This design comes from an exercise in tuning for small area on the open sky130 flow, not from production work.
Only simulation tests tie the RTL to the original design; equivalence was not proved.

==> flow/design.v <==
module frx_ring #(
    parameter W = 12
) (
    input  wire         clk,
    input  wire         we,
    input  wire [W-1:0] wd,
    output wire [W-1:0] head,
    output wire [W-1:0] tail
);
    reg [W*64-1:0] r;
    assign head = r[W-1:0];
    assign tail = r[W*64-1:W*63];
    always @(posedge clk)
        r <= {we ? wd : head, r[W*64-1:W]};
endmodule
module frx_ring4 #(
    parameter W = 12
) (
    input  wire         clk,
    input  wire         we,
    input  wire [1:0]   wp,
    input  wire [W-1:0] wd,
    output wire [W-1:0] head
);
    reg [W*64-1:0] r;
    assign head = r[W-1:0];
    wire [W-1:0] at16 = r[W*17-1:W*16];
    wire [W-1:0] at32 = r[W*33-1:W*32];
    wire [W-1:0] at48 = r[W*49-1:W*48];
    always @(posedge clk)
        r <= {(we && wp == 2'd0) ? wd : head, r[W*64-1:W*49],
              (we && wp == 2'd3) ? wd : at48, r[W*48-1:W*33],
              (we && wp == 2'd2) ? wd : at32, r[W*32-1:W*17],
              (we && wp == 2'd1) ? wd : at16, r[W*16-1:W]};
endmodule
module frx_cnt (
    input  wire        clk,
    input  wire        clear,
    input  wire        first,
    input  wire [1:0]  inc,
    output reg  [31:0] r
);
    reg        c;
    wire       h = r[0];
    wire [1:0] t = first ? ({1'b0, h} + inc) : {h & c, h ^ c};
    always @(posedge clk) begin
        c <= t[1];
        r <= {!clear && t[0], r[31:1]};
    end
endmodule
module frx_channel #(
    parameter CAP = 64,
    parameter IW  = 7
) (
    input  wire          clk,
    input  wire          rst,
    input  wire          do_play,        
    input  wire          do_stop,        
    input  wire          do_reset,       
    input  wire          do_volume,
    input  wire [6:0]    vol_new,
    input  wire          do_drain,       
    input  wire          start_fail,
    input  wire          do_fill,        
    input  wire [IW-1:0] fill_new,
    input  wire          fill_we,
    input  wire [11:0]   fill_wd,
    output wire [11:0]   rd_code,        
    output wire [11:0]   rd_last,        
    output reg           act,
    output reg  [IW-1:0] fill_index,
    output reg  [1:0]    out_state,
    output reg           underrun,
    output reg  [6:0]    volume
);
    localparam [1:0] OUT_OFF = 2'd0, OUT_RUNNING = 2'd1, OUT_FALLBACK = 2'd2;
    reg mid;
    wire        full = fill_index[IW-1];
    wire [11:0] h0, h1, t0, t1;
    frx_ring #(.W(12)) u_b0 (.clk(clk), .we(fill_we && act),  .wd(fill_wd), .head(h0), .tail(t0));
    frx_ring #(.W(12)) u_b1 (.clk(clk), .we(fill_we && !act), .wd(fill_wd), .head(h1), .tail(t1));
    assign rd_code = mid ? 12'd2048 : (act ? h1 : h0);
    assign rd_last = mid ? 12'd2048 : (act ? t1 : t0);
    always @(posedge clk) begin
        if (rst) begin
            act        <= 1'b0;
            mid        <= 1'b1;
            fill_index <= {IW{1'b0}};
            out_state  <= OUT_OFF;
            underrun   <= 1'b0;
            volume     <= 7'd100;
        end else begin
            if (do_play) begin
                if (full) begin
                    act        <= ~act;
                    mid        <= 1'b0;
                    fill_index <= {IW{1'b0}};
                end
                underrun  <= 1'b0;
                out_state <= start_fail ? OUT_FALLBACK : OUT_RUNNING;
            end
            if (do_stop)
                out_state <= OUT_OFF;
            if (do_reset) begin
                mid        <= 1'b1;
                fill_index <= {IW{1'b0}};
                underrun   <= 1'b0;
            end
            if (do_volume)
                volume <= vol_new;
            if (do_drain) begin
                if (full) begin
                    act        <= ~act;
                    mid        <= 1'b0;
                    fill_index <= {IW{1'b0}};
                    underrun   <= 1'b0;
                    out_state  <= start_fail ? OUT_FALLBACK : OUT_RUNNING;
                end else begin
                    underrun   <= 1'b1;
                end
            end
            if (do_fill)
                fill_index <= fill_new;
        end
    end
endmodule
module frx_conv (
    input  wire [11:0] o,
    input  wire [6:0]  v,
    output wire [11:0] code
);
    wire p0_1 = v[0] & o[0];
    wire p0_2 = v[0] & o[1];
    wire p0_3 = v[0] & o[2];
    wire p0_4 = v[0] & o[3];
    wire p0_5 = v[0] & o[4];
    wire p0_6 = v[0] & o[5];
    wire p0_7 = v[0] & o[6];
    wire p0_8 = v[0] & o[7];
    wire p0_9 = v[0] & o[8];
    wire p0_10 = v[0] & o[9];
    wire p0_11 = v[0] & o[10];
    wire p1_12 = v[1] & o[0];
    wire p1_13 = v[1] & o[1];
    wire p1_14 = v[1] & o[2];
    wire p1_15 = v[1] & o[3];
    wire p1_16 = v[1] & o[4];
    wire p1_17 = v[1] & o[5];
    wire p1_18 = v[1] & o[6];
    wire p1_19 = v[1] & o[7];
    wire p1_20 = v[1] & o[8];
    wire p1_21 = v[1] & o[9];
    wire p1_22 = v[1] & o[10];
    wire p2_23 = v[2] & o[0];
    wire p2_24 = v[2] & o[1];
    wire p2_25 = v[2] & o[2];
    wire p2_26 = v[2] & o[3];
    wire p2_27 = v[2] & o[4];
    wire p2_28 = v[2] & o[5];
    wire p2_29 = v[2] & o[6];
    wire p2_30 = v[2] & o[7];
    wire p2_31 = v[2] & o[8];
    wire p2_32 = v[2] & o[9];
    wire p2_33 = v[2] & o[10];
    wire p3_34 = v[3] & o[0];
    wire p3_35 = v[3] & o[1];
    wire p3_36 = v[3] & o[2];
    wire p3_37 = v[3] & o[3];
    wire p3_38 = v[3] & o[4];
    wire p3_39 = v[3] & o[5];
    wire p3_40 = v[3] & o[6];
    wire p3_41 = v[3] & o[7];
    wire p3_42 = v[3] & o[8];
    wire p3_43 = v[3] & o[9];
    wire p3_44 = v[3] & o[10];
    wire p4_45 = v[4] & o[0];
    wire p4_46 = v[4] & o[1];
    wire p4_47 = v[4] & o[2];
    wire p4_48 = v[4] & o[3];
    wire p4_49 = v[4] & o[4];
    wire p4_50 = v[4] & o[5];
    wire p4_51 = v[4] & o[6];
    wire p4_52 = v[4] & o[7];
    wire p4_53 = v[4] & o[8];
    wire p4_54 = v[4] & o[9];
    wire p4_55 = v[4] & o[10];
    wire p5_56 = v[5] & o[0];
    wire p5_57 = v[5] & o[1];
    wire p5_58 = v[5] & o[2];
    wire p5_59 = v[5] & o[3];
    wire p5_60 = v[5] & o[4];
    wire p5_61 = v[5] & o[5];
    wire p5_62 = v[5] & o[6];
    wire p5_63 = v[5] & o[7];
    wire p5_64 = v[5] & o[8];
    wire p5_65 = v[5] & o[9];
    wire p5_66 = v[5] & o[10];
    wire p6_67 = v[6] & o[0];
    wire p6_68 = v[6] & o[1];
    wire p6_69 = v[6] & o[2];
    wire p6_70 = v[6] & o[3];
    wire p6_71 = v[6] & o[4];
    wire p6_72 = v[6] & o[5];
    wire p6_73 = v[6] & o[6];
    wire p6_74 = v[6] & o[7];
    wire p6_75 = v[6] & o[8];
    wire p6_76 = v[6] & o[9];
    wire p6_77 = v[6] & o[10];
    wire s_r178 = p0_1 ^ o[11];
    wire k_r179 = p0_1 & o[11];
    wire s_r180 = p0_2 ^ p1_12 ^ k_r179;
    wire k_r181 = (p0_2 & p1_12) | (k_r179 & (p0_2 ^ p1_12));
    wire s_r182 = p0_3 ^ p1_13 ^ k_r181;
    wire k_r183 = (p0_3 & p1_13) | (k_r181 & (p0_3 ^ p1_13));
    wire s_r184 = p0_4 ^ p1_14 ^ k_r183;
    wire k_r185 = (p0_4 & p1_14) | (k_r183 & (p0_4 ^ p1_14));
    wire s_r186 = p0_5 ^ p1_15 ^ k_r185;
    wire k_r187 = (p0_5 & p1_15) | (k_r185 & (p0_5 ^ p1_15));
    wire s_r188 = p0_6 ^ p1_16 ^ k_r187;
    wire k_r189 = (p0_6 & p1_16) | (k_r187 & (p0_6 ^ p1_16));
    wire s_r190 = p0_7 ^ p1_17 ^ k_r189;
    wire k_r191 = (p0_7 & p1_17) | (k_r189 & (p0_7 ^ p1_17));
    wire s_r192 = p0_8 ^ p1_18 ^ k_r191;
    wire k_r193 = (p0_8 & p1_18) | (k_r191 & (p0_8 ^ p1_18));
    wire s_r194 = p0_9 ^ p1_19 ^ k_r193;
    wire k_r195 = (p0_9 & p1_19) | (k_r193 & (p0_9 ^ p1_19));
    wire s_r196 = p0_10 ^ p1_20 ^ k_r195;
    wire k_r197 = (p0_10 & p1_20) | (k_r195 & (p0_10 ^ p1_20));
    wire s_r198 = p0_11 ^ p1_21 ^ k_r197;
    wire k_r199 = (p0_11 & p1_21) | (k_r197 & (p0_11 ^ p1_21));
    wire s_r1100 = p1_22 ^ k_r199;
    wire k_r1101 = p1_22 & k_r199;
    wire s_r2102 = s_r180 ^ o[11];
    wire k_r2103 = s_r180 & o[11];
    wire s_r2104 = s_r182 ^ p2_23 ^ k_r2103;
    wire k_r2105 = (s_r182 & p2_23) | (k_r2103 & (s_r182 ^ p2_23));
    wire s_r2106 = s_r184 ^ p2_24 ^ k_r2105;
    wire k_r2107 = (s_r184 & p2_24) | (k_r2105 & (s_r184 ^ p2_24));
    wire s_r2108 = s_r186 ^ p2_25 ^ k_r2107;
    wire k_r2109 = (s_r186 & p2_25) | (k_r2107 & (s_r186 ^ p2_25));
    wire s_r2110 = s_r188 ^ p2_26 ^ k_r2109;
    wire k_r2111 = (s_r188 & p2_26) | (k_r2109 & (s_r188 ^ p2_26));
    wire s_r2112 = s_r190 ^ p2_27 ^ k_r2111;
    wire k_r2113 = (s_r190 & p2_27) | (k_r2111 & (s_r190 ^ p2_27));
    wire s_r2114 = s_r192 ^ p2_28 ^ k_r2113;
    wire k_r2115 = (s_r192 & p2_28) | (k_r2113 & (s_r192 ^ p2_28));
    wire s_r2116 = s_r194 ^ p2_29 ^ k_r2115;
    wire k_r2117 = (s_r194 & p2_29) | (k_r2115 & (s_r194 ^ p2_29));
    wire s_r2118 = s_r196 ^ p2_30 ^ k_r2117;
    wire k_r2119 = (s_r196 & p2_30) | (k_r2117 & (s_r196 ^ p2_30));
    wire s_r2120 = s_r198 ^ p2_31 ^ k_r2119;
    wire k_r2121 = (s_r198 & p2_31) | (k_r2119 & (s_r198 ^ p2_31));
    wire s_r2122 = s_r1100 ^ p2_32 ^ k_r2121;
    wire k_r2123 = (s_r1100 & p2_32) | (k_r2121 & (s_r1100 ^ p2_32));
    wire s_r2124 = k_r1101 ^ p2_33 ^ k_r2123;
    wire k_r2125 = (k_r1101 & p2_33) | (k_r2123 & (k_r1101 ^ p2_33));
    wire s_r3126 = s_r2106 ^ p3_34;
    wire k_r3127 = s_r2106 & p3_34;
    wire s_r3128 = s_r2108 ^ p3_35 ^ k_r3127;
    wire k_r3129 = (s_r2108 & p3_35) | (k_r3127 & (s_r2108 ^ p3_35));
    wire s_r3130 = s_r2110 ^ p3_36 ^ k_r3129;
    wire k_r3131 = (s_r2110 & p3_36) | (k_r3129 & (s_r2110 ^ p3_36));
    wire s_r3132 = s_r2112 ^ p3_37 ^ k_r3131;
    wire k_r3133 = (s_r2112 & p3_37) | (k_r3131 & (s_r2112 ^ p3_37));
    wire s_r3134 = s_r2114 ^ p3_38 ^ k_r3133;
    wire k_r3135 = (s_r2114 & p3_38) | (k_r3133 & (s_r2114 ^ p3_38));
    wire s_r3136 = s_r2116 ^ p3_39 ^ k_r3135;
    wire k_r3137 = (s_r2116 & p3_39) | (k_r3135 & (s_r2116 ^ p3_39));
    wire s_r3138 = s_r2118 ^ p3_40 ^ k_r3137;
    wire k_r3139 = (s_r2118 & p3_40) | (k_r3137 & (s_r2118 ^ p3_40));
    wire s_r3140 = s_r2120 ^ p3_41 ^ k_r3139;
    wire k_r3141 = (s_r2120 & p3_41) | (k_r3139 & (s_r2120 ^ p3_41));
    wire s_r3142 = s_r2122 ^ p3_42 ^ k_r3141;
    wire k_r3143 = (s_r2122 & p3_42) | (k_r3141 & (s_r2122 ^ p3_42));
    wire s_r3144 = s_r2124 ^ p3_43 ^ k_r3143;
    wire k_r3145 = (s_r2124 & p3_43) | (k_r3143 & (s_r2124 ^ p3_43));
    wire s_r3146 = k_r2125 ^ p3_44 ^ k_r3145;
    wire k_r3147 = (k_r2125 & p3_44) | (k_r3145 & (k_r2125 ^ p3_44));
    wire s_r4148 = s_r3128 ^ p4_45;
    wire k_r4149 = s_r3128 & p4_45;
    wire s_r4150 = s_r3130 ^ p4_46 ^ k_r4149;
    wire k_r4151 = (s_r3130 & p4_46) | (k_r4149 & (s_r3130 ^ p4_46));
    wire s_r4152 = s_r3132 ^ p4_47 ^ k_r4151;
    wire k_r4153 = (s_r3132 & p4_47) | (k_r4151 & (s_r3132 ^ p4_47));
    wire s_r4154 = s_r3134 ^ p4_48 ^ k_r4153;
    wire k_r4155 = (s_r3134 & p4_48) | (k_r4153 & (s_r3134 ^ p4_48));
    wire s_r4156 = s_r3136 ^ p4_49 ^ k_r4155;
    wire k_r4157 = (s_r3136 & p4_49) | (k_r4155 & (s_r3136 ^ p4_49));
    wire s_r4158 = s_r3138 ^ p4_50 ^ k_r4157;
    wire k_r4159 = (s_r3138 & p4_50) | (k_r4157 & (s_r3138 ^ p4_50));
    wire s_r4160 = s_r3140 ^ p4_51 ^ k_r4159;
    wire k_r4161 = (s_r3140 & p4_51) | (k_r4159 & (s_r3140 ^ p4_51));
    wire s_r4162 = s_r3142 ^ p4_52 ^ k_r4161;
    wire k_r4163 = (s_r3142 & p4_52) | (k_r4161 & (s_r3142 ^ p4_52));
    wire s_r4164 = s_r3144 ^ p4_53 ^ k_r4163;
    wire k_r4165 = (s_r3144 & p4_53) | (k_r4163 & (s_r3144 ^ p4_53));
    wire s_r4166 = s_r3146 ^ p4_54 ^ k_r4165;
    wire k_r4167 = (s_r3146 & p4_54) | (k_r4165 & (s_r3146 ^ p4_54));
    wire s_r4168 = k_r3147 ^ p4_55 ^ k_r4167;
    wire k_r4169 = (k_r3147 & p4_55) | (k_r4167 & (k_r3147 ^ p4_55));
    wire s_r5170 = s_r4150 ^ p5_56 ^ o[11];
    wire k_r5171 = (s_r4150 & p5_56) | (o[11] & (s_r4150 ^ p5_56));
    wire s_r5172 = s_r4152 ^ p5_57 ^ k_r5171;
    wire k_r5173 = (s_r4152 & p5_57) | (k_r5171 & (s_r4152 ^ p5_57));
    wire s_r5174 = s_r4154 ^ p5_58 ^ k_r5173;
    wire k_r5175 = (s_r4154 & p5_58) | (k_r5173 & (s_r4154 ^ p5_58));
    wire s_r5176 = s_r4156 ^ p5_59 ^ k_r5175;
    wire k_r5177 = (s_r4156 & p5_59) | (k_r5175 & (s_r4156 ^ p5_59));
    wire s_r5178 = s_r4158 ^ p5_60 ^ k_r5177;
    wire k_r5179 = (s_r4158 & p5_60) | (k_r5177 & (s_r4158 ^ p5_60));
    wire s_r5180 = s_r4160 ^ p5_61 ^ k_r5179;
    wire k_r5181 = (s_r4160 & p5_61) | (k_r5179 & (s_r4160 ^ p5_61));
    wire s_r5182 = s_r4162 ^ p5_62 ^ k_r5181;
    wire k_r5183 = (s_r4162 & p5_62) | (k_r5181 & (s_r4162 ^ p5_62));
    wire s_r5184 = s_r4164 ^ p5_63 ^ k_r5183;
    wire k_r5185 = (s_r4164 & p5_63) | (k_r5183 & (s_r4164 ^ p5_63));
    wire s_r5186 = s_r4166 ^ p5_64 ^ k_r5185;
    wire k_r5187 = (s_r4166 & p5_64) | (k_r5185 & (s_r4166 ^ p5_64));
    wire s_r5188 = s_r4168 ^ p5_65 ^ k_r5187;
    wire k_r5189 = (s_r4168 & p5_65) | (k_r5187 & (s_r4168 ^ p5_65));
    wire s_r5190 = k_r4169 ^ p5_66 ^ k_r5189;
    wire k_r5191 = (k_r4169 & p5_66) | (k_r5189 & (k_r4169 ^ p5_66));
    wire s_r6192 = s_r5172 ^ p6_67 ^ o[11];
    wire k_r6193 = (s_r5172 & p6_67) | (o[11] & (s_r5172 ^ p6_67));
    wire s_r6194 = s_r5174 ^ p6_68 ^ k_r6193;
    wire k_r6195 = (s_r5174 & p6_68) | (k_r6193 & (s_r5174 ^ p6_68));
    wire s_r6196 = s_r5176 ^ p6_69 ^ k_r6195;
    wire k_r6197 = (s_r5176 & p6_69) | (k_r6195 & (s_r5176 ^ p6_69));
    wire s_r6198 = s_r5178 ^ p6_70 ^ k_r6197;
    wire k_r6199 = (s_r5178 & p6_70) | (k_r6197 & (s_r5178 ^ p6_70));
    wire s_r6200 = s_r5180 ^ p6_71 ^ k_r6199;
    wire k_r6201 = (s_r5180 & p6_71) | (k_r6199 & (s_r5180 ^ p6_71));
    wire s_r6202 = s_r5182 ^ p6_72 ^ k_r6201;
    wire k_r6203 = (s_r5182 & p6_72) | (k_r6201 & (s_r5182 ^ p6_72));
    wire s_r6204 = s_r5184 ^ p6_73 ^ k_r6203;
    wire k_r6205 = (s_r5184 & p6_73) | (k_r6203 & (s_r5184 ^ p6_73));
    wire s_r6206 = s_r5186 ^ p6_74 ^ k_r6205;
    wire k_r6207 = (s_r5186 & p6_74) | (k_r6205 & (s_r5186 ^ p6_74));
    wire s_r6208 = s_r5188 ^ p6_75 ^ k_r6207;
    wire k_r6209 = (s_r5188 & p6_75) | (k_r6207 & (s_r5188 ^ p6_75));
    wire s_r6210 = s_r5190 ^ p6_76 ^ k_r6209;
    wire k_r6211 = (s_r5190 & p6_76) | (k_r6209 & (s_r5190 ^ p6_76));
    wire s_r6212 = k_r5191 ^ p6_77 ^ k_r6211;
    wire k_r6213 = (k_r5191 & p6_77) | (k_r6211 & (k_r5191 ^ p6_77));
    wire nv214 = o[11] & !v[0];
    wire nv215 = o[11] & !v[1];
    wire nv216 = o[11] & !v[2];
    wire nv217 = o[11] & !v[3];
    wire nv218 = o[11] & !v[4];
    wire nv219 = o[11] & !v[5];
    wire nv220 = o[11] & !v[6];
    wire s_h221 = nv214 ^ o[11];
    wire k_h222 = nv214 & o[11];
    wire s_h223 = nv215 ^ k_h222;
    wire k_h224 = nv215 & k_h222;
    wire s_h225 = 1'b1 ^ nv216 ^ k_h224;
    wire k_h226 = (1'b1 & nv216) | (k_h224 & (1'b1 ^ nv216));
    wire s_h227 = nv217 ^ k_h226;
    wire k_h228 = nv217 & k_h226;
    wire s_h229 = nv218 ^ k_h228;
    wire k_h230 = nv218 & k_h228;
    wire s_h231 = 1'b1 ^ nv219 ^ k_h230;
    wire k_h232 = (1'b1 & nv219) | (k_h230 & (1'b1 ^ nv219));
    wire s_h233 = 1'b1 ^ nv220 ^ k_h232;
    wire k_h234 = (1'b1 & nv220) | (k_h232 & (1'b1 ^ nv220));
    wire s_h235 = o[11] ^ k_h234;
    wire k_h236 = o[11] & k_h234;
    wire s_x237 = s_r6202 ^ s_h221;
    wire k_x238 = s_r6202 & s_h221;
    wire s_x239 = s_r6204 ^ s_h223 ^ k_x238;
    wire k_x240 = (s_r6204 & s_h223) | (k_x238 & (s_r6204 ^ s_h223));
    wire s_x241 = s_r6206 ^ s_h225 ^ k_x240;
    wire k_x242 = (s_r6206 & s_h225) | (k_x240 & (s_r6206 ^ s_h225));
    wire s_x243 = s_r6208 ^ s_h227 ^ k_x242;
    wire k_x244 = (s_r6208 & s_h227) | (k_x242 & (s_r6208 ^ s_h227));
    wire s_x245 = s_r6210 ^ s_h229 ^ k_x244;
    wire k_x246 = (s_r6210 & s_h229) | (k_x244 & (s_r6210 ^ s_h229));
    wire s_x247 = s_r6212 ^ s_h231 ^ k_x246;
    wire k_x248 = (s_r6212 & s_h231) | (k_x246 & (s_r6212 ^ s_h231));
    wire s_x249 = k_r6213 ^ s_h233 ^ k_x248;
    wire k_x250 = (k_r6213 & s_h233) | (k_x248 & (k_r6213 ^ s_h233));
    wire s_x251 = s_h235 ^ k_x250;
    wire k_x252 = s_h235 & k_x250;
    wire q253 = s_x251 | (s_x249 & s_x247 & (s_x245 | s_x243 | s_x241));
    wire s_d254 = s_x241 ^ 1'b1;
    wire k_d255 = s_x241 & 1'b1;
    wire s_d256 = s_x243 ^ 1'b1 ^ k_d255;
    wire k_d257 = (s_x243 & 1'b1) | (k_d255 & (s_x243 ^ 1'b1));
    wire s_d258 = s_x245 ^ 1'b1 ^ k_d257;
    wire k_d259 = (s_x245 & 1'b1) | (k_d257 & (s_x245 ^ 1'b1));
    wire s_d260 = s_x247 ^ k_d259;
    wire k_d261 = s_x247 & k_d259;
    wire s_d262 = s_x249 ^ k_d261;
    wire k_d263 = s_x249 & k_d261;
    wire n264 = q253 ? s_x237 : s_x237;
    wire n265 = q253 ? s_x239 : s_x239;
    wire n266 = q253 ? s_d254 : s_x241;
    wire n267 = q253 ? s_d256 : s_x243;
    wire n268 = q253 ? s_d258 : s_x245;
    wire n269 = q253 ? s_d260 : s_x247;
    wire n270 = q253 ? s_d262 : s_x249;
    wire q271 = n270 | (n269 & n268 & (n267 | n266 | n265));
    wire s_d272 = n265 ^ 1'b1;
    wire k_d273 = n265 & 1'b1;
    wire s_d274 = n266 ^ 1'b1 ^ k_d273;
    wire k_d275 = (n266 & 1'b1) | (k_d273 & (n266 ^ 1'b1));
    wire s_d276 = n267 ^ 1'b1 ^ k_d275;
    wire k_d277 = (n267 & 1'b1) | (k_d275 & (n267 ^ 1'b1));
    wire s_d278 = n268 ^ k_d277;
    wire k_d279 = n268 & k_d277;
    wire s_d280 = n269 ^ k_d279;
    wire k_d281 = n269 & k_d279;
    wire n282 = q271 ? s_r6200 : s_r6200;
    wire n283 = q271 ? n264 : n264;
    wire n284 = q271 ? s_d272 : n265;
    wire n285 = q271 ? s_d274 : n266;
    wire n286 = q271 ? s_d276 : n267;
    wire n287 = q271 ? s_d278 : n268;
    wire n288 = q271 ? s_d280 : n269;
    wire q289 = n288 | (n287 & n286 & (n285 | n284 | n283));
    wire s_d290 = n283 ^ 1'b1;
    wire k_d291 = n283 & 1'b1;
    wire s_d292 = n284 ^ 1'b1 ^ k_d291;
    wire k_d293 = (n284 & 1'b1) | (k_d291 & (n284 ^ 1'b1));
    wire s_d294 = n285 ^ 1'b1 ^ k_d293;
    wire k_d295 = (n285 & 1'b1) | (k_d293 & (n285 ^ 1'b1));
    wire s_d296 = n286 ^ k_d295;
    wire k_d297 = n286 & k_d295;
    wire s_d298 = n287 ^ k_d297;
    wire k_d299 = n287 & k_d297;
    wire n300 = q289 ? s_r6198 : s_r6198;
    wire n301 = q289 ? n282 : n282;
    wire n302 = q289 ? s_d290 : n283;
    wire n303 = q289 ? s_d292 : n284;
    wire n304 = q289 ? s_d294 : n285;
    wire n305 = q289 ? s_d296 : n286;
    wire n306 = q289 ? s_d298 : n287;
    wire q307 = n306 | (n305 & n304 & (n303 | n302 | n301));
    wire s_d308 = n301 ^ 1'b1;
    wire k_d309 = n301 & 1'b1;
    wire s_d310 = n302 ^ 1'b1 ^ k_d309;
    wire k_d311 = (n302 & 1'b1) | (k_d309 & (n302 ^ 1'b1));
    wire s_d312 = n303 ^ 1'b1 ^ k_d311;
    wire k_d313 = (n303 & 1'b1) | (k_d311 & (n303 ^ 1'b1));
    wire s_d314 = n304 ^ k_d313;
    wire k_d315 = n304 & k_d313;
    wire s_d316 = n305 ^ k_d315;
    wire k_d317 = n305 & k_d315;
    wire n318 = q307 ? s_r6196 : s_r6196;
    wire n319 = q307 ? n300 : n300;
    wire n320 = q307 ? s_d308 : n301;
    wire n321 = q307 ? s_d310 : n302;
    wire n322 = q307 ? s_d312 : n303;
    wire n323 = q307 ? s_d314 : n304;
    wire n324 = q307 ? s_d316 : n305;
    wire q325 = n324 | (n323 & n322 & (n321 | n320 | n319));
    wire s_d326 = n319 ^ 1'b1;
    wire k_d327 = n319 & 1'b1;
    wire s_d328 = n320 ^ 1'b1 ^ k_d327;
    wire k_d329 = (n320 & 1'b1) | (k_d327 & (n320 ^ 1'b1));
    wire s_d330 = n321 ^ 1'b1 ^ k_d329;
    wire k_d331 = (n321 & 1'b1) | (k_d329 & (n321 ^ 1'b1));
    wire s_d332 = n322 ^ k_d331;
    wire k_d333 = n322 & k_d331;
    wire s_d334 = n323 ^ k_d333;
    wire k_d335 = n323 & k_d333;
    wire n336 = q325 ? s_r6194 : s_r6194;
    wire n337 = q325 ? n318 : n318;
    wire n338 = q325 ? s_d326 : n319;
    wire n339 = q325 ? s_d328 : n320;
    wire n340 = q325 ? s_d330 : n321;
    wire n341 = q325 ? s_d332 : n322;
    wire n342 = q325 ? s_d334 : n323;
    wire q343 = n342 | (n341 & n340 & (n339 | n338 | n337));
    wire s_d344 = n337 ^ 1'b1;
    wire k_d345 = n337 & 1'b1;
    wire s_d346 = n338 ^ 1'b1 ^ k_d345;
    wire k_d347 = (n338 & 1'b1) | (k_d345 & (n338 ^ 1'b1));
    wire s_d348 = n339 ^ 1'b1 ^ k_d347;
    wire k_d349 = (n339 & 1'b1) | (k_d347 & (n339 ^ 1'b1));
    wire s_d350 = n340 ^ k_d349;
    wire k_d351 = n340 & k_d349;
    wire s_d352 = n341 ^ k_d351;
    wire k_d353 = n341 & k_d351;
    wire n354 = q343 ? s_r6192 : s_r6192;
    wire n355 = q343 ? n336 : n336;
    wire n356 = q343 ? s_d344 : n337;
    wire n357 = q343 ? s_d346 : n338;
    wire n358 = q343 ? s_d348 : n339;
    wire n359 = q343 ? s_d350 : n340;
    wire n360 = q343 ? s_d352 : n341;
    wire q361 = n360 | (n359 & n358 & (n357 | n356 | n355));
    wire s_d362 = n355 ^ 1'b1;
    wire k_d363 = n355 & 1'b1;
    wire s_d364 = n356 ^ 1'b1 ^ k_d363;
    wire k_d365 = (n356 & 1'b1) | (k_d363 & (n356 ^ 1'b1));
    wire s_d366 = n357 ^ 1'b1 ^ k_d365;
    wire k_d367 = (n357 & 1'b1) | (k_d365 & (n357 ^ 1'b1));
    wire s_d368 = n358 ^ k_d367;
    wire k_d369 = n358 & k_d367;
    wire s_d370 = n359 ^ k_d369;
    wire k_d371 = n359 & k_d369;
    wire n372 = q361 ? s_r5170 : s_r5170;
    wire n373 = q361 ? n354 : n354;
    wire n374 = q361 ? s_d362 : n355;
    wire n375 = q361 ? s_d364 : n356;
    wire n376 = q361 ? s_d366 : n357;
    wire n377 = q361 ? s_d368 : n358;
    wire n378 = q361 ? s_d370 : n359;
    wire q379 = n378 | (n377 & n376 & (n375 | n374 | n373));
    wire s_d380 = n373 ^ 1'b1;
    wire k_d381 = n373 & 1'b1;
    wire s_d382 = n374 ^ 1'b1 ^ k_d381;
    wire k_d383 = (n374 & 1'b1) | (k_d381 & (n374 ^ 1'b1));
    wire s_d384 = n375 ^ 1'b1 ^ k_d383;
    wire k_d385 = (n375 & 1'b1) | (k_d383 & (n375 ^ 1'b1));
    wire s_d386 = n376 ^ k_d385;
    wire k_d387 = n376 & k_d385;
    wire s_d388 = n377 ^ k_d387;
    wire k_d389 = n377 & k_d387;
    wire n390 = q379 ? s_r4148 : s_r4148;
    wire n391 = q379 ? n372 : n372;
    wire n392 = q379 ? s_d380 : n373;
    wire n393 = q379 ? s_d382 : n374;
    wire n394 = q379 ? s_d384 : n375;
    wire n395 = q379 ? s_d386 : n376;
    wire n396 = q379 ? s_d388 : n377;
    wire q397 = n396 | (n395 & n394 & (n393 | n392 | n391));
    wire s_d398 = n391 ^ 1'b1;
    wire k_d399 = n391 & 1'b1;
    wire s_d400 = n392 ^ 1'b1 ^ k_d399;
    wire k_d401 = (n392 & 1'b1) | (k_d399 & (n392 ^ 1'b1));
    wire s_d402 = n393 ^ 1'b1 ^ k_d401;
    wire k_d403 = (n393 & 1'b1) | (k_d401 & (n393 ^ 1'b1));
    wire s_d404 = n394 ^ k_d403;
    wire k_d405 = n394 & k_d403;
    wire s_d406 = n395 ^ k_d405;
    wire k_d407 = n395 & k_d405;
    wire n408 = q397 ? s_r3126 : s_r3126;
    wire n409 = q397 ? n390 : n390;
    wire n410 = q397 ? s_d398 : n391;
    wire n411 = q397 ? s_d400 : n392;
    wire n412 = q397 ? s_d402 : n393;
    wire n413 = q397 ? s_d404 : n394;
    wire n414 = q397 ? s_d406 : n395;
    wire q415 = n414 | (n413 & n412 & (n411 | n410 | n409));
    wire s_d416 = n409 ^ 1'b1;
    wire k_d417 = n409 & 1'b1;
    wire s_d418 = n410 ^ 1'b1 ^ k_d417;
    wire k_d419 = (n410 & 1'b1) | (k_d417 & (n410 ^ 1'b1));
    wire s_d420 = n411 ^ 1'b1 ^ k_d419;
    wire k_d421 = (n411 & 1'b1) | (k_d419 & (n411 ^ 1'b1));
    wire s_d422 = n412 ^ k_d421;
    wire k_d423 = n412 & k_d421;
    wire s_d424 = n413 ^ k_d423;
    wire k_d425 = n413 & k_d423;
    wire n426 = q415 ? s_r2104 : s_r2104;
    wire n427 = q415 ? n408 : n408;
    wire n428 = q415 ? s_d416 : n409;
    wire n429 = q415 ? s_d418 : n410;
    wire n430 = q415 ? s_d420 : n411;
    wire n431 = q415 ? s_d422 : n412;
    wire n432 = q415 ? s_d424 : n413;
    wire q433 = n432 | (n431 & n430 & (n429 | n428 | n427));
    wire s_d434 = n427 ^ 1'b1;
    wire k_d435 = n427 & 1'b1;
    wire s_d436 = n428 ^ 1'b1 ^ k_d435;
    wire k_d437 = (n428 & 1'b1) | (k_d435 & (n428 ^ 1'b1));
    wire s_d438 = n429 ^ 1'b1 ^ k_d437;
    wire k_d439 = (n429 & 1'b1) | (k_d437 & (n429 ^ 1'b1));
    wire s_d440 = n430 ^ k_d439;
    wire k_d441 = n430 & k_d439;
    wire s_d442 = n431 ^ k_d441;
    wire k_d443 = n431 & k_d441;
    wire n444 = q433 ? s_r2102 : s_r2102;
    wire n445 = q433 ? n426 : n426;
    wire n446 = q433 ? s_d434 : n427;
    wire n447 = q433 ? s_d436 : n428;
    wire n448 = q433 ? s_d438 : n429;
    wire n449 = q433 ? s_d440 : n430;
    wire n450 = q433 ? s_d442 : n431;
    wire q451 = n450 | (n449 & n448 & (n447 | n446 | n445));
    wire s_d452 = n445 ^ 1'b1;
    wire k_d453 = n445 & 1'b1;
    wire s_d454 = n446 ^ 1'b1 ^ k_d453;
    wire k_d455 = (n446 & 1'b1) | (k_d453 & (n446 ^ 1'b1));
    wire s_d456 = n447 ^ 1'b1 ^ k_d455;
    wire k_d457 = (n447 & 1'b1) | (k_d455 & (n447 ^ 1'b1));
    wire s_d458 = n448 ^ k_d457;
    wire k_d459 = n448 & k_d457;
    wire s_d460 = n449 ^ k_d459;
    wire k_d461 = n449 & k_d459;
    wire n462 = q451 ? s_r178 : s_r178;
    wire n463 = q451 ? n444 : n444;
    wire n464 = q451 ? s_d452 : n445;
    wire n465 = q451 ? s_d454 : n446;
    wire n466 = q451 ? s_d456 : n447;
    wire n467 = q451 ? s_d458 : n448;
    wire n468 = q451 ? s_d460 : n449;
    assign code = {q253, q271, q289, q307, q325, q343, q361, q379, q397, q415, q433, q451};
endmodule
module frx_add6 (
    input  wire [5:0] a,
    input  wire [5:0] b,
    input  wire       ci,
    output wire [5:0] s,
    output wire       co
);
    wire c1 = (a[0] & b[0]) | (ci & (a[0] ^ b[0]));
    wire c2 = (a[1] & b[1]) | (c1 & (a[1] ^ b[1]));
    wire c3 = (a[2] & b[2]) | (c2 & (a[2] ^ b[2]));
    wire c4 = (a[3] & b[3]) | (c3 & (a[3] ^ b[3]));
    wire c5 = (a[4] & b[4]) | (c4 & (a[4] ^ b[4]));
    wire c6 = (a[5] & b[5]) | (c5 & (a[5] ^ b[5]));
    assign s  = {a[5] ^ b[5] ^ c5, a[4] ^ b[4] ^ c4, a[3] ^ b[3] ^ c3, a[2] ^ b[2] ^ c2, a[1] ^ b[1] ^ c1, a[0] ^ b[0] ^ ci};
    assign co = c6;
endmodule
module frx_add7 (
    input  wire [6:0] a,
    input  wire [6:0] b,
    input  wire       ci,
    output wire [6:0] s,
    output wire       co
);
    wire c1 = (a[0] & b[0]) | (ci & (a[0] ^ b[0]));
    wire c2 = (a[1] & b[1]) | (c1 & (a[1] ^ b[1]));
    wire c3 = (a[2] & b[2]) | (c2 & (a[2] ^ b[2]));
    wire c4 = (a[3] & b[3]) | (c3 & (a[3] ^ b[3]));
    wire c5 = (a[4] & b[4]) | (c4 & (a[4] ^ b[4]));
    wire c6 = (a[5] & b[5]) | (c5 & (a[5] ^ b[5]));
    wire c7 = (a[6] & b[6]) | (c6 & (a[6] ^ b[6]));
    assign s  = {a[6] ^ b[6] ^ c6, a[5] ^ b[5] ^ c5, a[4] ^ b[4] ^ c4, a[3] ^ b[3] ^ c3, a[2] ^ b[2] ^ c2, a[1] ^ b[1] ^ c1, a[0] ^ b[0] ^ ci};
    assign co = c7;
endmodule
module frx_add8 (
    input  wire [7:0] a,
    input  wire [7:0] b,
    input  wire       ci,
    output wire [7:0] s,
    output wire       co
);
    wire c1 = (a[0] & b[0]) | (ci & (a[0] ^ b[0]));
    wire c2 = (a[1] & b[1]) | (c1 & (a[1] ^ b[1]));
    wire c3 = (a[2] & b[2]) | (c2 & (a[2] ^ b[2]));
    wire c4 = (a[3] & b[3]) | (c3 & (a[3] ^ b[3]));
    wire c5 = (a[4] & b[4]) | (c4 & (a[4] ^ b[4]));
    wire c6 = (a[5] & b[5]) | (c5 & (a[5] ^ b[5]));
    wire c7 = (a[6] & b[6]) | (c6 & (a[6] ^ b[6]));
    wire c8 = (a[7] & b[7]) | (c7 & (a[7] ^ b[7]));
    assign s  = {a[7] ^ b[7] ^ c7, a[6] ^ b[6] ^ c6, a[5] ^ b[5] ^ c5, a[4] ^ b[4] ^ c4, a[3] ^ b[3] ^ c3, a[2] ^ b[2] ^ c2, a[1] ^ b[1] ^ c1, a[0] ^ b[0] ^ ci};
    assign co = c8;
endmodule
module frx_core (
    input  wire        clk,
    input  wire        rst,
    input  wire        ev_valid,
    input  wire [3:0]  ev_type,
    input  wire [15:0] ev_arg,
    output wire        ev_ready,
    output reg         resp_valid,
    output reg  [31:0] resp_data,      
    output wire        ready_out
);
    localparam CAP       = 64;
    localparam IW        = 7;               
    localparam LAND_SIZE = 4 + 2 * CAP;     
    localparam CW        = 8;               
    localparam [3:0] EV_SEL_ASSERT   = 4'd0,
                     EV_RX_BYTE      = 4'd1,
                     EV_RX_ERROR     = 4'd2,
                     EV_SEL_DEASSERT = 4'd3,
                     EV_DRAIN_DONE   = 4'd5,
                     EV_STATUS_READ  = 4'd6,
                     EV_CTRL_WRITE   = 4'd7,
                     EV_SAMPLE_READ  = 4'd8;
    reg  [5:0] ph;
    reg        rclr;                 
    reg        clring;               
    wire       ph0   = (ph == 6'd0);
    wire       first = (ph[4:0] == 5'd0);
    wire       last  = (ph[4:0] == 5'd31);
    reg            rx_capturing;
    reg            rx_armed;
    reg  [CW-1:0]  rx_count;
    reg  [CW-1:0]  last_captured;
    reg            h_c0, h_da;          
    reg            f_ch0, bad_ch;       
    reg  [7:0]     b2, b3, lo;          
    wire           act        [0:1];
    wire [IW-1:0]  fill_index [0:1];
    wire [1:0]     out_state  [0:1];
    wire           underrun   [0:1];
    wire [6:0]     volume     [0:1];
    wire [11:0]    rd_code    [0:1];
    wire [11:0]    rd_last    [0:1];
    wire play0 = (out_state[0] != 2'd0);
    wire play1 = (out_state[1] != 2'd0);
    wire full0 = fill_index[0][IW-1];
    wire full1 = fill_index[1][IW-1];
    wire clk_running = play0 || play1;
    assign ready_out = clk_running || (!full0 && !full1);
    wire       v    = ev_valid && !rclr;
    wire [3:0] t    = ev_type;
    wire       dch  = ev_arg[8];
    wire [4:0] widx = ev_arg[6:2];
    wire byte_ok = rx_capturing && rx_armed && (rx_count < LAND_SIZE);
    wire d_run   = dch ? (out_state[1] == 2'd1) : (out_state[0] == 2'd1);
    wire d_full  = dch ? full1 : full0;
    wire clr_c   = (widx == 5'd24) && ev_arg[8];
    wire e_assert  = v && (t == EV_SEL_ASSERT) && !rx_capturing;
    wire e_byte    = v && (t == EV_RX_BYTE) && byte_ok;
    wire e_rxerr   = v && (t == EV_RX_ERROR);
    wire e_deass   = v && (t == EV_SEL_DEASSERT) && rx_capturing;
    wire e_drain   = v && (t == EV_DRAIN_DONE) && d_run;
    wire e_status  = v && (t == EV_STATUS_READ);
    wire e_clr     = v && (t == EV_CTRL_WRITE) && clr_c;
    wire e_sample  = v && (t == EV_SAMPLE_READ);
    wire runt       = rx_count < 4;
    wire cmd_short  = rx_count < 5;
    wire cmd_known  = (b2 == 8'h01) || (b2 == 8'h02) || (b2 == 8'h03) || (b2 == 8'hFF);
    wire bad_count  = ({b2, b3} == 16'd0) || ({b2, b3} > CAP);
    wire [6:0] f_n  = b3[6:0];                          
    wire [6:0] c_j;
    wire       c_j_co, ds_co;
    wire [6:0] ds_s;
    frx_add7 u_cj (.a(rx_count[7:1]), .b(7'h7E), .ci(1'b0), .s(c_j), .co(c_j_co));
    frx_add7 u_ds (.a(c_j), .b(~f_n), .ci(1'b1), .s(ds_s), .co(ds_co));
    wire data_short = !ds_co;
    wire parse    = rx_armed;
    wire cmd_ok   = parse && !runt && h_c0 && !cmd_short && !bad_ch && cmd_known;
    wire data_ok  = parse && !runt && h_da && !bad_count && !data_short && !bad_ch;
    wire err_header = parse && !runt &&
                      ((!h_c0 && !h_da) || (h_c0 && !cmd_short && !bad_ch && !cmd_known));
    wire err_chlen  = parse && (runt ||
                      (h_c0 && cmd_short) || (h_c0 && !cmd_short && bad_ch) ||
                      (h_da && (bad_count || data_short || bad_ch)));
    wire c_ch   = f_ch0;
    wire c_play = cmd_ok && (b2 == 8'h01);
    wire c_stop = cmd_ok && (b2 == 8'h02);
    wire c_vol  = cmd_ok && (b2 == 8'h03);
    wire c_rst  = cmd_ok && (b2 == 8'hFF);
    wire c_playing    = c_ch ? play1 : play0;
    wire c_full       = c_ch ? full1 : full0;
    wire runs_disable = (c_play || c_stop || c_rst) && c_playing;
    wire stops        = (c_stop || c_rst) && c_playing;
    wire [6:0] vol_new = ((b3 != 8'd0) || (lo > 8'd100)) ? 7'd100 : lo[6:0];
    wire [IW-1:0] f_fi  = c_ch ? fill_index[1] : fill_index[0];
    wire [7:0]    f_end;
    frx_add7 u_fe (.a(f_fi), .b(f_n), .ci(1'b0), .s(f_end[6:0]), .co(f_end[7]));
    wire [IW-1:0] f_new = (f_end[7:6] != 2'd0) ? 7'd64 : f_end[6:0];
    wire [6:0]    f_m;
    wire          f_m_co;
    frx_add7 u_fm (.a(f_new), .b(~f_fi), .ci(1'b1), .s(f_m), .co(f_m_co));
    reg [1:0] tf_inc;
    always @(*) begin
        tf_inc = 2'd0;
        if (e_assert && ev_arg[0])
            tf_inc = ev_arg[1] ? 2'd2 : 2'd1;
        if (e_rxerr)
            tf_inc = ev_arg[1] ? 2'd2 : 2'd1;
        if (e_deass)
            tf_inc = {1'b0, rx_armed && ev_arg[0]} +
                     {1'b0, runs_disable && ev_arg[1]};
    end
    reg         [7:0]  hq;
    wire        [11:0] o     = {hq, lo[7:4]};
    wire        [6:0]  f_vol = c_ch ? volume[1] : volume[0];
    wire        [11:0] code;
    frx_conv u_conv (.o(o), .v(f_vol), .code(code));
    wire conv_ev = e_byte && rx_count[0] && (rx_count >= 5) && h_da && !bad_ch;
    wire [6:0] c_slot;
    wire       c_slot_co;
    frx_add7 u_cs (.a(f_fi), .b(c_j), .ci(1'b0), .s(c_slot), .co(c_slot_co));
    wire       c_need = f_fi[6] || !c_slot[6];
    wire [5:0] c_phys = {c_slot[4:0], c_slot[5]};
    wire [5:0] ph1;                                 
    wire       ph1_co;
    frx_add6 u_ph1 (.a(ph), .b(6'd0), .ci(1'b1), .s(ph1), .co(ph1_co));
    wire [1:0] c_wp   = c_phys[5:4] - ph1[5:4];     
    wire       conv_acc = !c_need || (c_phys[3:0] == ph1[3:0]);
    wire cnt_ev  = (e_assert && ev_arg[0]) || e_rxerr || e_deass || e_drain || e_clr;
    wire copy_ev = e_deass && data_ok && !c_full;
    reg  armed;                       
    wire cnt_acc = copy_ev ? (armed && ph0) : first;
    wire st_cnt  = (widx >= 5'd3 && widx <= 5'd7) || (widx >= 5'd11 && widx <= 5'd13) ||
                   (widx >= 5'd19 && widx <= 5'd21);
    wire samp_acc = (ph == {ev_arg[4:0], ev_arg[5]});
    wire acc = cnt_ev   ? cnt_acc :
               e_status ? (!st_cnt || first) :
               e_sample ? samp_acc :
               conv_ev  ? conv_acc : 1'b1;
    assign ev_ready = !rclr && (!ev_valid || acc);
    wire go = ev_valid && ev_ready;
    wire [11:0] s_head;
    reg         s_we;
    reg  [1:0]  s_wp;
    always @(posedge clk) begin
        hq   <= ev_arg[7:0];
        s_wp <= c_wp;
        s_we <= go && conv_ev && c_need;
    end
    frx_ring4 #(.W(12)) u_stage (
        .clk(clk), .we(s_we), .wp(s_wp), .wd(code), .head(s_head));
    wire [5:0] h_slot = {ph[0], ph[5:1]};           
    wire [6:0] cp_lo;
    wire [7:0] cp_hi;
    wire       cp_ge, cp_nlt;
    frx_add7 u_cpl (.a({1'b0, h_slot}), .b(~f_fi),  .ci(1'b1), .s(cp_lo), .co(cp_ge));
    frx_add8 u_cph (.a({2'b0, h_slot}), .b(~f_end), .ci(1'b1), .s(cp_hi), .co(cp_nlt));
    wire copy = copy_ev && (armed || ph0) && cp_ge && !cp_nlt;
    wire cnt_clear = rst || rclr || clring || (go && e_clr);
    wire [31:0] c_tf, c_ih, c_icl, c_cf, c_df, c_sw0, c_sw1, c_un0, c_un1;
    wire g_dea = go && e_deass;
    wire g_drn = go && e_drain;
    frx_cnt u_tf  (.clk(clk), .clear(cnt_clear), .first(first), .inc(go ? tf_inc : 2'd0), .r(c_tf));
    frx_cnt u_ih  (.clk(clk), .clear(cnt_clear), .first(first), .inc({1'b0, g_dea && err_header}), .r(c_ih));
    frx_cnt u_icl (.clk(clk), .clear(cnt_clear), .first(first), .inc({1'b0, g_dea && err_chlen}), .r(c_icl));
    frx_cnt u_cf  (.clk(clk), .clear(cnt_clear), .first(first), .inc({1'b0, g_dea && cmd_ok}), .r(c_cf));
    frx_cnt u_df  (.clk(clk), .clear(cnt_clear), .first(first), .inc({1'b0, g_dea && data_ok}), .r(c_df));
    frx_cnt u_sw0 (.clk(clk), .clear(cnt_clear), .first(first),
        .inc({1'b0, (g_dea && c_play && c_full && !c_ch) || (g_drn && d_full && !dch)}), .r(c_sw0));
    frx_cnt u_sw1 (.clk(clk), .clear(cnt_clear), .first(first),
        .inc({1'b0, (g_dea && c_play && c_full && c_ch) || (g_drn && d_full && dch)}), .r(c_sw1));
    frx_cnt u_un0 (.clk(clk), .clear(cnt_clear), .first(first),
        .inc({1'b0, g_drn && !d_full && !dch}), .r(c_un0));
    frx_cnt u_un1 (.clk(clk), .clear(cnt_clear), .first(first),
        .inc({1'b0, g_drn && !d_full && dch}), .r(c_un1));
    reg  [31:0] c_ts0, c_ts1;
    reg  [5:0]  ts_c;
    reg         ts_ch;
    wire        ts_ld  = g_dea && data_ok;
    wire        ts_sel = ts_ld ? c_ch : ts_ch;
    wire        ts_h   = ts_sel ? c_ts1[0] : c_ts0[0];
    wire [6:0]  ts_t;
    wire        ts_co;
    frx_add7 u_ts (.a({6'd0, ts_h}), .b(ts_ld ? f_m : {1'b0, ts_c}), .ci(1'b0), .s(ts_t), .co(ts_co));
    wire        ts_n0  = ts_sel ? c_ts0[0] : ts_t[0];
    wire        ts_n1  = ts_sel ? ts_t[0] : c_ts1[0];
    always @(posedge clk) begin
        if (rst || last)
            ts_c <= 6'd0;
        else
            ts_c <= ts_t[6:1];
        if (ts_ld)
            ts_ch <= c_ch;
        c_ts0 <= {!cnt_clear && ts_n0, c_ts0[31:1]};
        c_ts1 <= {!cnt_clear && ts_n1, c_ts1[31:1]};
    end
    genvar g;
    generate
        for (g = 0; g < 2; g = g + 1) begin : ch
            wire sel_cmd   = (c_ch == g);
            wire sel_drain = (dch == g);
            frx_channel #(.CAP(CAP), .IW(IW)) u_ch (
                .clk        (clk),
                .rst        (rst),
                .do_play    (g_dea && c_play && sel_cmd),
                .do_stop    (g_dea && stops && sel_cmd),
                .do_reset   (g_dea && c_rst && sel_cmd),
                .do_volume  (g_dea && c_vol && sel_cmd),
                .vol_new    (vol_new),
                .do_drain   (g_drn && sel_drain),
                .start_fail (ev_arg[2]),
                .do_fill    (g_dea && data_ok && sel_cmd),
                .fill_new   (f_new),
                .fill_we    (copy && sel_cmd),
                .fill_wd    (s_head),
                .rd_code    (rd_code[g]),
                .rd_last    (rd_last[g]),
                .act        (act[g]),
                .fill_index (fill_index[g]),
                .out_state  (out_state[g]),
                .underrun   (underrun[g]),
                .volume     (volume[g])
            );
        end
    endgenerate
    wire [7:0] rx_inc;
    wire       rx_inc_co;
    frx_add8 u_rxi (.a(rx_count), .b(8'd0), .ci(1'b1), .s(rx_inc), .co(rx_inc_co));
    always @(posedge clk) begin
        if (rst) begin
            ph            <= 6'd0;
            rclr          <= 1'b1;
            clring        <= 1'b0;
            armed         <= 1'b0;
            rx_capturing  <= 1'b0;
            rx_armed      <= 1'b0;
            rx_count      <= {CW{1'b0}};
            last_captured <= {CW{1'b0}};
        end else begin
            ph    <= ph1;
            armed <= copy_ev && (armed || ph0) && !go;
            if (last) begin
                rclr   <= 1'b0;
                clring <= 1'b0;
            end
            if (go && e_clr) begin
                clring        <= 1'b1;
                last_captured <= {CW{1'b0}};
            end
            if (go && e_assert) begin
                rx_capturing <= 1'b1;
                rx_count     <= {CW{1'b0}};
                rx_armed     <= !(ev_arg[0] && ev_arg[1]);
            end
            if (go && e_byte)
                rx_count <= rx_inc;
            if (go && e_rxerr)
                rx_armed <= 1'b0;
            if (g_dea) begin
                rx_capturing  <= 1'b0;
                rx_armed      <= 1'b0;
                last_captured <= rx_count;
            end
        end
    end
    always @(posedge clk) begin
        if (go && e_byte) begin
            if (rx_count == 8'd0) begin
                h_c0 <= (ev_arg[7:0] == 8'hC0);
                h_da <= (ev_arg[7:0] == 8'hDA);
            end
            if (rx_count == 8'd1) begin
                f_ch0  <= ev_arg[0];
                bad_ch <= (ev_arg[7:1] != 7'd0);
            end
            if (rx_count == 8'd2)
                b2 <= ev_arg[7:0];
            if (rx_count == 8'd3)
                b3 <= ev_arg[7:0];
            if (!rx_count[0] && (rx_count >= 8'd4) && ((rx_count == 8'd4) || !h_c0))
                lo <= ev_arg[7:0];
        end
    end
    reg       q_smp, q_ch;
    reg [4:0] q_idx;
    always @(posedge clk) begin
        q_smp <= (t == EV_SAMPLE_READ);
        q_ch  <= dch;
        q_idx <= widx;
    end
    wire [31:0] v_tf  = {c_tf[30:0],  c_tf[31]};
    wire [31:0] v_ih  = {c_ih[30:0],  c_ih[31]};
    wire [31:0] v_icl = {c_icl[30:0], c_icl[31]};
    wire [31:0] v_cf  = {c_cf[30:0],  c_cf[31]};
    wire [31:0] v_df  = {c_df[30:0],  c_df[31]};
    wire [31:0] v_ts0 = {c_ts0[30:0], c_ts0[31]};
    wire [31:0] v_sw0 = {c_sw0[30:0], c_sw0[31]};
    wire [31:0] v_un0 = {c_un0[30:0], c_un0[31]};
    wire [31:0] v_ts1 = {c_ts1[30:0], c_ts1[31]};
    wire [31:0] v_sw1 = {c_sw1[30:0], c_sw1[31]};
    wire [31:0] v_un1 = {c_un1[30:0], c_un1[31]};
    reg [31:0] status_word;
    always @(*) begin
        case (q_idx)
            5'd0:  status_word = {28'd0, clk_running, rx_armed, rx_capturing, ready_out};
            5'd1:  status_word = {24'd0, rx_count};
            5'd2:  status_word = {24'd0, last_captured};
            5'd3:  status_word = v_tf;
            5'd4:  status_word = v_ih;
            5'd5:  status_word = v_icl;
            5'd6:  status_word = v_cf;
            5'd7:  status_word = v_df;
            5'd8:  status_word = {26'd0, out_state[0], act[0],
                                  fill_index[0][6] | fill_index[0][5], underrun[0], play0};
            5'd9:  status_word = {25'd0, fill_index[0]};
            5'd10: status_word = {25'd0, volume[0]};
            5'd11: status_word = v_ts0;
            5'd12: status_word = v_sw0;
            5'd13: status_word = v_un0;
            5'd16: status_word = {26'd0, out_state[1], act[1],
                                  fill_index[1][6] | fill_index[1][5], underrun[1], play1};
            5'd17: status_word = {25'd0, fill_index[1]};
            5'd18: status_word = {25'd0, volume[1]};
            5'd19: status_word = v_ts1;
            5'd20: status_word = v_sw1;
            5'd21: status_word = v_un1;
            default: status_word = 32'd0;
        endcase
    end
    always @(*)
        resp_data = q_smp ? {20'd0, rd_last[q_ch]} : status_word;
    always @(posedge clk) begin
        if (rst)
            resp_valid <= 1'b0;
        else
            resp_valid <= go && (e_status || e_sample);
    end
endmodule
==> flow/flow/run.sh <==
#!/bin/bash
# The standard layout (the standard.sh: ORFS synthesis through final),
# with clock tree synthesis told not to add dummy loads for balancing.
set -euo pipefail
export CTS_ARGS="-sink_clustering_enable -repair_clock_nets -sink_clustering_size 20 -sink_clustering_max_diameter 46 -buf_list sky130_fd_sc_hd__clkbuf_8 -dont_use_dummy_load"
bash standard.sh > standard_flow.log 2>&1
==> flow/standard.sh <==
#!/bin/bash
# synth_recipe.tcl (not shown) runs the flow's synth.tcl, then flattens the netlist and writes it again
# the make line also repeats each setting of config.mk as NAME=value (left out here)
make -C /OpenROAD-flow-scripts/flow DESIGN_CONFIG=/design/flow/config.mk WORK_HOME=/design/flow/orfs CLKGATE_MAP_FILE= SYNTH_SCRIPT=/design/flow/synth_recipe.tcl "${@:-finish}"
==> flow/config.mk <==
export PLATFORM = sky130hd
export DESIGN_NAME = frx_core
export DESIGN_NICKNAME = frx_core
export VERILOG_FILES = /design/flow/design.v
export SDC_FILE = /design/flow/constraint.sdc
export NUM_CORES = 4
export LEC_CHECK = 0
export CAP_MARGIN = 20
export CORE_MARGIN = 2
export CORE_UTILIZATION = 65
export CTS_BUF_LIST = sky130_fd_sc_hd__clkbuf_8
export CTS_CLUSTER_DIAMETER = 40
export CTS_CLUSTER_SIZE = 16
export PLACE_DENSITY = 0.75
export SLEW_MARGIN = 20
==> flow/constraint.sdc <==
create_clock -name core_clock -period 25.0 [get_ports {clk}]
set_input_delay 5.0000 -clock core_clock [delete_from_list [all_inputs] [get_ports {clk}]]
set_output_delay 5.0000 -clock core_clock [all_outputs]
set_load 0.01 [all_outputs]
==> notes.md <==
[path summary, 6_finish.rpt]
check	slack [ps]	depth (start not counted)	endpoint
max reg2reg	2260	77	u_stage.r[756]$_DFF_P_
min	220	0	u_stage.r[131]$_DFF_P_
max	2260	77	u_stage.r[756]$_DFF_P_
min reg2reg	220	0	u_stage.r[131]$_DFF_P_
[kinds of logic after synthesis]
| family | share of synthesized area, % |
|---|---|
| flip-flops | 87.40 |
| adder cells (fa/ha/maj) | 3.091 |
| buffers and inverters | 0.8946 |
| AO/OA/AOI/OAI | 3.754 |
| multiplexers | 1.436 |
| XOR/XNOR | 0.3382 |
| AND/OR/NAND/NOR | 3.088 |
[flip-flops by register name, indices dropped and copies added (netlist names), 14 cells and up, named ones only]
register and count:
u_tf.r 32, ch.u_ch.u_b1.r 1536, u_sw0.r 32, u_un0.r 32
u_cf.r 32, ch.u_ch.volume 14, u_icl.r 32, u_sw1.r 32
u_df.r 32, u_un1.r 32, u_ih.r 32, ch.u_ch.u_b0.r 1536
c_ts0 32, c_ts1 32, ch.u_ch.fill_index 14, u_stage.r 768
[critical path, delay by kind of cell (launching register included)]
family          cells  cell delay (ps)
xor+xnor            4             1140
flops               1              640
mux                 4             1620
fa+ha+maj          37            13110
simple gates       11             2170
buf+inv            10              580
compound gates     11             3420
[synthesized netlist by cell type, drive strengths merged (28+ instances only)]
master  count  area [sq um]
mux2i      62         620.6
o21ai     112         564.3
nand2     217         814.5
nand3      51         255.2
and2       39         244.0
a22o       36         315.3
dfxtp    4287         85820
clkbuf     87         326.6
a21oi      82         414.2
mux2       71         803.3
fa         85          1702
ha        109          1364
nor2b      58         362.9
nor2      115         444.2
inv       129         484.2
nor3       32         160.2
a22oi      84         630.6
a221oi     52         455.4
edfxtp     28         840.8
[per-layer routing]
layer / vias up / wire, um
met5: - / 27
met4: 4 / 4769
met3: 357 / 6372
met2: 798 / 61720
met1: 19550 / 73350
li1: 20000 / -
[final cells by class]
type	count	area (sq um)	area share, %
diodes	2	5.005	0.004719
multi-input cells	1514	11700	11.03
well taps	2030	2540	2.395
clock buffers	285	3923	3.698
repair buffers	83	743.2	0.7007
flip-flops and latches	4315	86670	81.71
inverters	130	488.0	0.4601
==> impl_results.md <==
- CTS tree: yes
- EDFF count, synth: 28
- Hold buffers post-CTS: 0
- Die Y: 394.6 um
- Filler cells: approximately 9.7k
- Max_cap viols: 0
- Tcrit/Tclk final: about nine tenths
- Synth warn: 5
- Status: finished clean
- FF-to-FF Start: f_ch0$_DFFE_PP_
- Worst EP required: 25840 ps
- Syn_area_per_cell: 16.36 sq um
- Fin nets: 6546
- Layout Skew: between 100 and 150 ps
- Final total negative setup slack: 0 ps
- # rows: 143
- Pin count of the biggest net entering global routing: 69
- Setup crit end kind: flop
- Most common cell after layout, fill and taps aside: dfxtp_1
- Placed Area: about 0.1 sq mm
- First-pass GRT wire length: 232.2 mm
- Post-synthesis cell area: between 0.09 and 0.1 sq mm
- Post-route DRC: 0
- Share of layout cells above drive strength 1: 6.891%
- Most used cell, CP: fa_1
- Drt pass-1 iters: 8
- Hold slack final: 218.4 ps
- Post-CTS setup buffer count: 0
- Starting Density: 65.35%
- Setup violators final: 0
- Max incr delay on CP: 640 ps
- Worst min-delay path category: reg2reg
- Max-slew headroom: 27.00%
- Die area: 0.1557 sq mm
- Crit path from: f_ch0$_DFFE_PP_
- CP Class: reg2reg
- Port-buffer cells: 50
- Worst setup margin: approximately 2300 ps
- Sequential fraction of the synthesis area: 87.40%
- Critical Path AT: 23580 ps
- Post_cts resized: 0
- All-layer global routing usage: 19.07%
- Max Fclk: about 44 MHz
- Final core utilization: 69.91%
- Vias in the first global route: about 42k
- IO Pins: 58
- Die width: 394.6 um
- DRT Wirelength: 146.2 mm
- Max Transition Viols Final: 0
- CTS Sinks: between 4k and 5k
- Hold wc startpoint: u_stage.r[143]$_DFF_P_
- Clk slew on worst S/H paths: 110 ps
- Remaining antenna violation count: 0
- Starting DRC count in detailed routing: 2206
- Area of the core: between 0.15 and 0.2 sq mm
- Min Tclk post-route: between 20000 and 25000 ps
- Avg WL per Cell: 17.49 um
- Gp weighted congestion: ~0.89
- Crit path launch type: flop
- Netlist cell types: 95
- Htree depth: 5
- M2 GR Usage: 28.11%
- Largest buffer count on any clock path: 4
- Cell area after layout: between 0.1 and 0.15 sq mm
- Routing usage on met1: 28.51%
- RSZ-0062 raised after global routing: false
- Most frequent cells in the layout: dfxtp_1, clkbuf_8, nand2_1
- Remaining Overflow, GRT: 0
- Cells after DPL: between 8k and 9k
- Cells after Synth: 6060
- Top_reg_cell synth: dfxtp_1
- Worst-path maximum fanout: 13
- Most used routing layer: met1
- Vias per inst: 4.870
- GR Util met3: under 10%
- Flops & latches, synth: 4315
- Post-Layout Cell Count: 8359
- Ys async rst share: 0%
- Initial antenna violation count: 6
- Mapped Nets: 6277
- Area grow syn2layout: 6.967%
- Cts bufs inserted: roughly 290
- Slew of the pin with the lowest slew margin: 1092 ps
- HPWL after DPL: roughly 90 mm
- Slowest cell on crit path: edfxtp_1
- Clk Latency, worst-skew pair: 990 ps
- Vias: 40.71k
- Final number of hold-violating endpoints: 0
- Clock root buffer: clkbuf_8
- Post-place setup slack: 2217 ps

==> separate check: timing with driven ports <==
In the flow no input, the clock included, has a driving cell. The finished layout below was timed again as built, in two steps.
Step 1 (the two cells are an assumption about what drives the block):
set clk [get_ports {clk}]
set_driving_cell -lib_cell sky130_fd_sc_hd__clkbuf_16 $clk
set_driving_cell -lib_cell sky130_fd_sc_hd__buf_2 [delete_from_list [all_inputs] $clk]
Step 2 also shifts input and output timing later by t, the mid clock arrival at the registers, as if the neighbouring blocks saw the same clock.
Three values: no drivers, after step 1, after step 2; two values: the first two.
t, ns: 1.029
setup WS [ns]: 2.262 / 2.262 / 2.262
worst data-port slew with drivers (ns): 0.03
pins driven straight from the clock port: 1
After both steps this run still meets setup and hold. For this run, drivers alone change the setup slack by 0.000 ns; drivers and shift together by 0.000 ns.
